Source: an optimization exercise on an open RTL-to-GDS flow (aim: small area, a short achievable clock period and few clock cycles). Production flows keep margins and buffers that such runs may drop.
Only simulation tests tie the RTL to the original design; equivalence was not proved.

==> inputs of run a <==
==> flow/design.v <==
module spsl_core (
    input  wire        clk,
    input  wire        rst,           
    input  wire        req_we,        
    input  wire [31:0] req_wdata,
    output wire [31:0] rsp,
    output wire        busy,
    output reg         done,
    output reg         ovr,
    output wire        mem_en,
    output wire        mem_we,
    output reg  [15:0] mem_addr,
    output reg  [7:0]  mem_wdata,
    input  wire        mem_ready,
    input  wire [7:0]  mem_rdata,
    output wire        tmr_arm,
    input  wire        tmr_exp,
    output wire        adc_on,
    output wire        conv_start,
    input  wire        conv_done,
    input  wire [15:0] conv_data,
    output reg  [2:0]  adc_sel,
    output wire [3:0]  amp_en,
    output wire        fe_pwr
);
    localparam [1:0] RC_OK = 2'd0, RC_ILLEGAL = 2'd1,
                     RC_BAD_OPERAND = 2'd2, RC_BAD_RANGE = 2'd3;
    localparam [3:0] S_IDLE  = 4'b0000,
                     S_RESP  = 4'b0001,     
                     S_CRCH  = 4'b0010,     
                     S_CRCL  = 4'b0011,     
                     S_CRCS  = 4'b0100,     
                     S_CRCR  = 4'b0101,     
                     S_FETCH = 4'b0110,
                     S_LABEL = 4'b0111,
                     S_WARM  = 4'b1000,     
                     S_TRIG  = 4'b1001,     
                     S_SAMP  = 4'b1011,     
                     S_DIV   = 4'b1100;
    reg  [3:0]  state;
    reg  [1:0]  rcode;       
    reg  [1:0]  rsp_code;
    reg  [15:0] rsp_val;
    reg  [31:0] acc;         
    reg  [15:0] cnt;         
    reg  [1:0]  fbyte;       
    reg         disp;        
    reg  [4:0]  fetch_n;     
    reg  [7:0]  slot_d0 [0:5];
    reg  [7:0]  slot_d1 [0:5];
    reg  [5:0]  slot_f;      
    reg  [5:0]  slot_l2;     
    integer i;
    wire st_crcw = (state[3:1] == 3'b001);
    wire st_mem  = !state[3] && (state[2] || state[1]);
    wire st_acq  = (state[3:2] == 2'b10);
    assign rsp      = {6'd0, rsp_code, 8'h00, rsp_val};
    assign busy     = (state != S_IDLE);
    assign mem_en   = st_mem;
    assign mem_we   = !state[3] && state[1];
    assign tmr_arm  = (state == S_WARM);
    assign adc_on   = st_acq && state[0];
    assign fe_pwr   = st_acq && disp;
    assign amp_en   = adc_on ? (4'd1 << (adc_sel[1:0] - 2'd1)) : 4'd0;
    wire        last     = (cnt == {14'd0, state == S_CRCS, 1'b1});
    wire [15:0] cnt_dec  = cnt - 16'd1;
    wire [15:0] addr_inc = mem_addr + 16'd1;
    wire [7:0]  w_opc = req_wdata[31:24];
    wire [7:0]  w_a   = req_wdata[23:16];
    wire [15:0] w_b   = req_wdata[15:0];
    wire        accept = req_we && !busy;
    wire op_send   = (w_opc == 8'h01);
    wire op_recv   = (w_opc == 8'h02);
    wire op_crc    = op_send || op_recv;
    wire op_disp   = (w_opc == 8'h10);
    wire op_fetch  = (w_opc == 8'h20);
    wire op_rreset = (w_opc == 8'h21);
    wire op_rwrite = (w_opc == 8'h22);
    wire op_label  = (w_opc == 8'h30);
    wire op_tcount = (w_opc == 8'h31);
    wire op_ttype  = (w_opc == 8'h32);
    wire op_tdur   = (w_opc == 8'h33);
    wire op_shutok = (w_opc == 8'h34);
    wire op_readch = (w_opc == 8'h40);
    wire op_known  = op_crc || op_disp || op_fetch || op_rreset || op_rwrite ||
                     op_label || op_tcount || op_ttype || op_tdur || op_shutok ||
                     op_readch;
    wire a_zero  = (w_a == 8'd0);
    wire b_zero  = (w_b == 16'd0);
    wire bh_zero = (w_b[15:8] == 8'd0);
    wire ab_zero = a_zero && b_zero;
    wire a_chan  = (w_a >= 8'd1) && (w_a <= 8'd4);
    wire a_ge3   = (w_a >= 8'd3);
    wire n_nz    = (fetch_n != 5'd0);
    wire rw_bad  = (w_a[7:4] == 4'd1 && w_b[7:0] != 8'd0) || w_a[3:0] > 4'd5 ||
                   w_a[7:4] == 4'd0 || w_a[7:4] > 4'd2;
    wire       b_top     = &w_b[15:8];
    wire [8:0] crc_s     = {1'b0, w_b[7:0]} + {1'b0, w_a};
    wire [8:0] fetch_s   = {1'b0, w_b[7:0]} + {4'd0, fetch_n};
    wire       crc_oor   = b_top && crc_s[8] && (crc_s[7:0] != 8'd0);
    wire       fetch_oor = b_top && fetch_s[8] && (fetch_s[7:0] != 8'd0);
    wire       label_oor = b_top && (&w_b[7:4]) && (w_b[3:0] != 4'd0);
    wire crc_use   = op_crc && a_ge3;
    wire fetch_use = op_fetch && a_zero && n_nz;
    wire acq_go    = (op_disp && bh_zero && a_chan) ||
                     (op_readch && a_chan && !b_zero);
    wire crc_go    = crc_use && !crc_oor;
    wire fetch_go  = fetch_use && !fetch_oor;
    wire label_go  = op_label && !label_oor;
    wire rc_range  = (crc_use && crc_oor) || (fetch_use && fetch_oor) ||
                     (op_label && label_oor);
    wire rc_oper   = (op_disp && !bh_zero) || (op_fetch && !a_zero) ||
                     ((op_rreset || op_tcount || op_shutok) && !ab_zero) ||
                     (op_rwrite && rw_bad) || ((op_ttype || op_tdur) && !b_zero) ||
                     (op_readch && !(a_chan && !b_zero));
    wire rc_ill    = !op_known;
    wire        use_b  = crc_use || fetch_use || op_label ||
                         (op_readch && a_chan && !b_zero);
    wire        rw_ok  = op_rwrite && !rw_bad;
    wire        diag   = op_disp && bh_zero && a_zero;
    wire [15:0] val_pre =
        (use_b || rw_ok) ? w_b :
        diag ? 16'hA55A :
        rc_ill ? {8'd0, w_opc} :
        rc_oper ? 16'd0 :
        op_tcount ? 16'd4 :
        op_shutok ? 16'd1 :
        op_ttype ? (a_chan ? 16'h0001 : 16'hFFFF) : 16'd0;
    wire [3:0] state_acc =
        crc_go   ? (op_send ? S_CRCS : S_CRCR) :
        fetch_go ? S_FETCH :
        label_go ? S_LABEL :
        acq_go   ? S_WARM : S_RESP;
    reg [15:0] crc_next;
    integer k;
    always @* begin
        crc_next = acc[15:0] ^ {mem_rdata, 8'h00};
        for (k = 0; k < 8; k = k + 1)
            crc_next = crc_next[15] ? ({crc_next[14:0], 1'b0} ^ 16'h1021)
                                    : {crc_next[14:0], 1'b0};
    end
    reg [2:0] cur;
    always @* begin
        cur = 3'd0;
        for (i = 5; i >= 0; i = i - 1)
            if (slot_f[i]) cur = i[2:0];
    end
    wire cur_l2   = slot_l2[cur];
    wire rec_last = fbyte[1] && (fbyte[0] || !cur_l2);    
    wire only_cur = (slot_f == (6'd1 << cur));
    reg [2:0] cur2;
    always @* begin
        cur2 = 3'd0;
        for (i = 5; i >= 0; i = i - 1)
            if (slot_f[i] && i[2:0] != cur) cur2 = i[2:0];
    end
    wire [7:0] fetch_nxt = rec_last       ? {5'd0, cur2} :
                           (fbyte == 2'd0) ? {6'd0, cur_l2, !cur_l2} :
                           (fbyte == 2'd1) ? slot_d0[cur] : slot_d1[cur];
    reg [127:0] lstr;
    always @* begin
        case (acc[2:0])
            3'd0:    lstr = "SPSL DIAGNOSTIC ";
            3'd1:    lstr = "LIGHT CHANNEL 1 ";
            3'd2:    lstr = "LIGHT CHANNEL 2 ";
            3'd3:    lstr = "LIGHT CHANNEL 3 ";
            3'd4:    lstr = "LIGHT CHANNEL 4 ";
            default: lstr = "CANNOT COMPUTE!!";
        endcase
    end
    wire [3:0] lidx       = cnt[3:0] - 4'd2;
    wire [7:0] label_byte = lstr[8*lidx +: 8];
    wire [7:0] label_b0   = a_zero ? "S" : (w_a <= 8'd4) ? "L" : "C";
    wire        st_div    = (state == S_DIV);
    wire [31:0] add_b     = st_div ? {1'b1, ~mem_addr, 15'h7FFF}
                                   : {16'd0, conv_data};
    wire [31:0] sum       = acc + add_b + {31'd0, st_div};
    wire        samp_done = (state == S_SAMP) && conv_done;
    reg more;
    assign conv_start = (state == S_TRIG) || (more && conv_done);
    wire        dv_ge  = !sum[31];
    wire [31:0] dv_nxt = dv_ge ? {sum[30:15], acc[14:0], 1'b1}
                               : {acc[30:0], 1'b0};
    wire       resp    = (state == S_RESP);
    wire       wr_disp = samp_done && last && disp;
    wire       wr_resp = resp && fbyte[0];
    wire [2:0] s_idx   = resp ? cnt[2:0] : adc_sel;
    wire [7:0] s_wd0   = resp ? mem_addr[15:8] : sum[18:11];
    wire [7:0] s_wd1   = resp ? mem_addr[7:0] : sum[10:3];
    wire       s_wl2   = !resp || cnt[3];
    wire       s_wr    = wr_disp || wr_resp;
    wire [5:0] s_we    = s_wr ? (6'd1 << s_idx) : 6'd0;
    wire [4:0] n_wr = fetch_n + {4'd0, s_wl2} +
                      (slot_f[s_idx] ? (slot_l2[s_idx] ? 5'd31 : 5'd0) : 5'd3);
    wire       n_clr = (resp && fbyte[1]) ||
                       (state == S_FETCH && mem_ready && rec_last && only_cur);
    wire st_crcrd = (state[3:1] == 3'b010);                
    wire st_samp  = (state == S_SAMP);
    wire rdy_mem  = st_mem && mem_ready;
    wire post_resp  = resp;
    wire post_crcr  = (state == S_CRCR) && mem_ready && last;
    wire post_crcl  = (state == S_CRCL) && mem_ready;
    wire post_fetch = (state == S_FETCH) && mem_ready && rec_last && only_cur;
    wire post_label = (state == S_LABEL) && mem_ready && last;
    wire post_disp  = samp_done && last && disp;
    wire post_div   = st_div && last;
    wire post       = post_resp || post_crcr || post_crcl || post_fetch ||
                      post_label || post_disp || post_div;
    wire [15:0] post_val =
        ({16{post_resp}}  & (fbyte[0] ? 16'd0 : mem_addr)) |
        ({16{post_crcr}}  & {15'd0, crc_next == 16'd0}) |
        ({16{post_crcl || post_disp}} & 16'd1) |
        ({16{post_fetch}} & {11'd0, fetch_n}) |
        ({16{post_label}} & 16'd16) |
        ({16{post_div}}   & dv_nxt[15:0]);
    wire [15:0] cnt_acc = op_crc    ? {8'd0, w_a} :
                          op_label  ? 16'd16 :
                          op_readch ? w_b :
                          op_disp   ? 16'd8 :
                          {12'd0, w_a[5], w_a[2:0]};
    wire [31:0] acc_acc = op_crc   ? 32'h0000FFFF :
                          op_label ? {29'd0, (w_a > 8'd4) ? 3'd5 : w_a[2:0]} : 32'd0;
    wire        acc_en  = accept || (st_crcrd && mem_ready) || samp_done || st_div;
    wire [31:0] acc_d   = ({32{accept}}   & acc_acc) |
                          ({32{st_crcrd}} & {acc[31:16], crc_next}) |
                          ({32{st_samp}}  & sum) |
                          ({32{st_div}}   & dv_nxt);
    wire        cnt_en  = accept || (st_crcrd && mem_ready) ||
                          ((state == S_LABEL) && mem_ready) || samp_done || st_div;
    wire [15:0] cnt_d   = accept ? cnt_acc :
                          (st_samp && last) ? 16'd16 : cnt_dec;
    wire        addr_en = accept || rdy_mem;
    wire [15:0] addr_d  = accept ? val_pre : addr_inc;
    wire        wd_en   = accept || rdy_mem;
    wire [7:0]  wd_d    = ({8{accept}} & (op_fetch ? {5'd0, cur} : label_b0)) |
                          ({8{st_crcrd}} & crc_next[15:8]) |
                          ({8{state == S_CRCH}} & acc[7:0]) |
                          ({8{state == S_FETCH}} & fetch_nxt) |
                          ({8{state == S_LABEL}} & label_byte);
    always @(posedge clk) begin
        if (acc_en)  acc       <= acc_d;
        if (cnt_en)  cnt       <= cnt_d;
        if (addr_en) mem_addr  <= addr_d;
        if (wd_en)   mem_wdata <= wd_d;
    end
    always @(posedge clk) begin
        if (rst) begin
            state    <= S_IDLE;
            rsp_code <= RC_OK;
            rsp_val  <= 16'd0;
            done     <= 1'b0;
            ovr      <= 1'b0;
            adc_sel  <= 3'd0;
            slot_f   <= 6'd0;
            fetch_n  <= 5'd0;
            more     <= 1'b0;
        end else begin
            if (req_we && busy)
                ovr <= 1'b1;
            if (post) begin
                rsp_code <= post_resp ? rcode : RC_OK;
                rsp_val  <= post_val;
                done     <= 1'b1;
                state    <= S_IDLE;
            end
            if (accept) begin
                done  <= 1'b0;
                state <= state_acc;
                rcode <= {rc_oper || rc_range, rc_ill || rc_range};
                fbyte <= {op_rreset && ab_zero, rw_ok || diag};
                disp  <= op_disp;
                if (acq_go)
                    adc_sel <= w_a[2:0];
            end
            case (state)
            S_RESP:
                if (fbyte[1])
                    slot_f <= 6'd0;      
            S_CRCS:
                if (mem_ready && last)
                    state <= S_CRCH;
            S_CRCH:
                if (mem_ready)
                    state <= S_CRCL;
            S_FETCH:
                if (mem_ready) begin
                    fbyte <= fbyte + 2'd1;
                    if (rec_last) begin
                        slot_f[cur] <= 1'b0;
                        fbyte       <= 2'd0;
                    end
                end
            S_WARM:
                if (tmr_exp)
                    state <= S_TRIG;
            S_TRIG: begin
                state <= S_SAMP;
                more  <= !last;
            end
            S_SAMP:
                if (conv_done) begin
                    more <= !last && (cnt != 16'd2);
                    if (last && !disp)
                        state <= S_DIV;
                end
            default: ;
            endcase
            for (i = 0; i < 6; i = i + 1)
                if (s_we[i]) begin
                    slot_f[i]  <= 1'b1;
                    slot_l2[i] <= s_wl2;
                end
            if (s_wr)
                fetch_n <= n_wr;
            else if (n_clr)
                fetch_n <= 5'd0;
        end
        for (i = 0; i < 6; i = i + 1)
            if (s_we[i]) begin
                slot_d0[i] <= s_wd0;
                slot_d1[i] <= s_wd1;
            end
    end
endmodule
==> flow/flow/run.sh <==
#!/bin/bash
# The standard layout (the standard.sh: ORFS synthesis to finish, unchanged),
# except that the port buffers ORFS inserts before global placement are
# sky130_fd_sc_hd__buf_1 cells instead of the default clkdlybuf4s50_1, and
# repair_timing aims for 5.5 ns of setup slack at the design's period.
set -euo pipefail
export BUFFER_PORTS_ARGS="-buffer_cell sky130_fd_sc_hd__buf_1"
export SETUP_SLACK_MARGIN=5.5
bash standard.sh > standard.log 2>&1
==> flow/standard.sh <==
#!/bin/bash
# synth_recipe.tcl (not shown) runs the flow's synth.tcl, then flattens the netlist and writes it again
# the make line also repeats each setting of config.mk as NAME=value (left out here)
make -C /OpenROAD-flow-scripts/flow DESIGN_CONFIG=/design/flow/config.mk WORK_HOME=/design/flow/orfs CLKGATE_MAP_FILE= SYNTH_SCRIPT=/design/flow/synth_recipe.tcl "${@:-finish}"
==> flow/config.mk <==
export PLATFORM = sky130hd
export DESIGN_NAME = spsl_core
export DESIGN_NICKNAME = spsl_core
export VERILOG_FILES = /design/flow/design.v
export SDC_FILE = /design/flow/constraint.sdc
export NUM_CORES = 4
export LEC_CHECK = 0
export CAP_MARGIN = 20
export CORE_MARGIN = 2
export CORE_UTILIZATION = 70
export SLEW_MARGIN = 20
==> flow/constraint.sdc <==
create_clock -name core_clock -period 10.0 [get_ports {clk}]
set_input_delay 2.0000 -clock core_clock [delete_from_list [all_inputs] [get_ports {clk}]]
set_output_delay 2.0000 -clock core_clock [all_outputs]
set_load 0.01 [all_outputs]
==> run b: changes against run a <==
==> flow/flow/run.sh (replaced) <==
#!/bin/bash
# The standard layout (the standard.sh: ORFS synthesis to finish, unchanged),
# except that the port buffers ORFS inserts before global placement are
# sky130_fd_sc_hd__buf_1 cells instead of the default clkdlybuf4s50_1, and
# repair_timing aims for 5.25 ns of setup slack at the design's period.
set -euo pipefail
export BUFFER_PORTS_ARGS="-buffer_cell sky130_fd_sc_hd__buf_1"
export SETUP_SLACK_MARGIN=5.25
bash standard.sh > standard.log 2>&1
CORE_UTILIZATION = 40   (was 70)
==> flow_summary.json <==
{
  "cpPeakStageDelay_ns": 0.64,
  "run_status": "timing/DRC/antenna clean",
  "routed-wl-met2_um": 23300,
  "first_pass_grt_wire_length_um": 76900,
  "p_clk_mw": 0.927,
  "end_point_of_the_critical_path": "acc[25]$_DFFE_PP_",
  "critical_path_arrival_ns": 4.93,
  "first_iter_violations": 1405,
  "power_frac_clock": 0.356,
  "timing.critical_path.slowest_stage_cell": "dfxtp_1",
  "total_power_mw": 2.60,
  "final_period_minus_worst_setup_slack_ns": 4.64
}
The numbers above come from run b.

==> flow_summary.json <==
{
  "run_status": "timing/DRC/antenna clean",
  "power_frac_clock": 0.350,
  "total_power_mw": 2.59,
  "critical_path_arrival_ns": 4.74,
  "end_point_of_the_critical_path": "slot_d0[4][1]$_DFFE_PP_",
  "ratio_of_total_power_to_cell_area_nw_per_um2": 155,
  "first_iter_violations": 1803,
  "routed-wl-met2_um": 22000,
  "final_period_minus_worst_setup_slack_ns": 4.50,
  "cpPeakStageDelay_ns": 0.55,
  "detailedPlace.worstSlack_ns": 4.47,
  "grt_antenna_before_repair": 0,
  "first_pass_grt_wire_length_um": 72000,
  "combinational_family_with_the_most_area_after_synthesis": "compound AO/OA/AOI/OAI gates",
  "timing.critical_path.slowest_stage_cell": "o21ai_1"
}
The numbers above come from run a.

Testbench counts of run a, summed over its fixed seeds: cycles 26,948.
Testbench counts of run b, summed over its fixed seeds: cycles 26,948.

-- port drivers added, routing unchanged --
In the flow no input, the clock included, has a driving cell. The finished layouts below were timed again as built, in two steps. Step 1 assumes that a clkbuf_16 drives the clock port and a buf_2 every other input. Step 2 adds t to the input delays and takes it off the output delays; t is the mean of the earliest and latest rising clock arrival at the registers after step 1. Input paths then give back, and output paths get back, about the clock's delay inside the block. Three values: ideal, step 1, step 2; two values: the first two.
| run | t, ns | setup slack, ns | slew at the worst register clock pin (ns) |
|---|---|---|---|
| run a | 0.581 | 5.499 / 5.511 / 4.930 | 0.07 / 0.07 |
| run b | 0.588 | 5.364 / 5.364 / 4.848 | 0.06 / 0.06 |
After both steps setup and hold are still met in every run listed. The setup slack of run a, which loses most, moves by +0.012 ns with the drivers and by -0.569 ns with both steps.
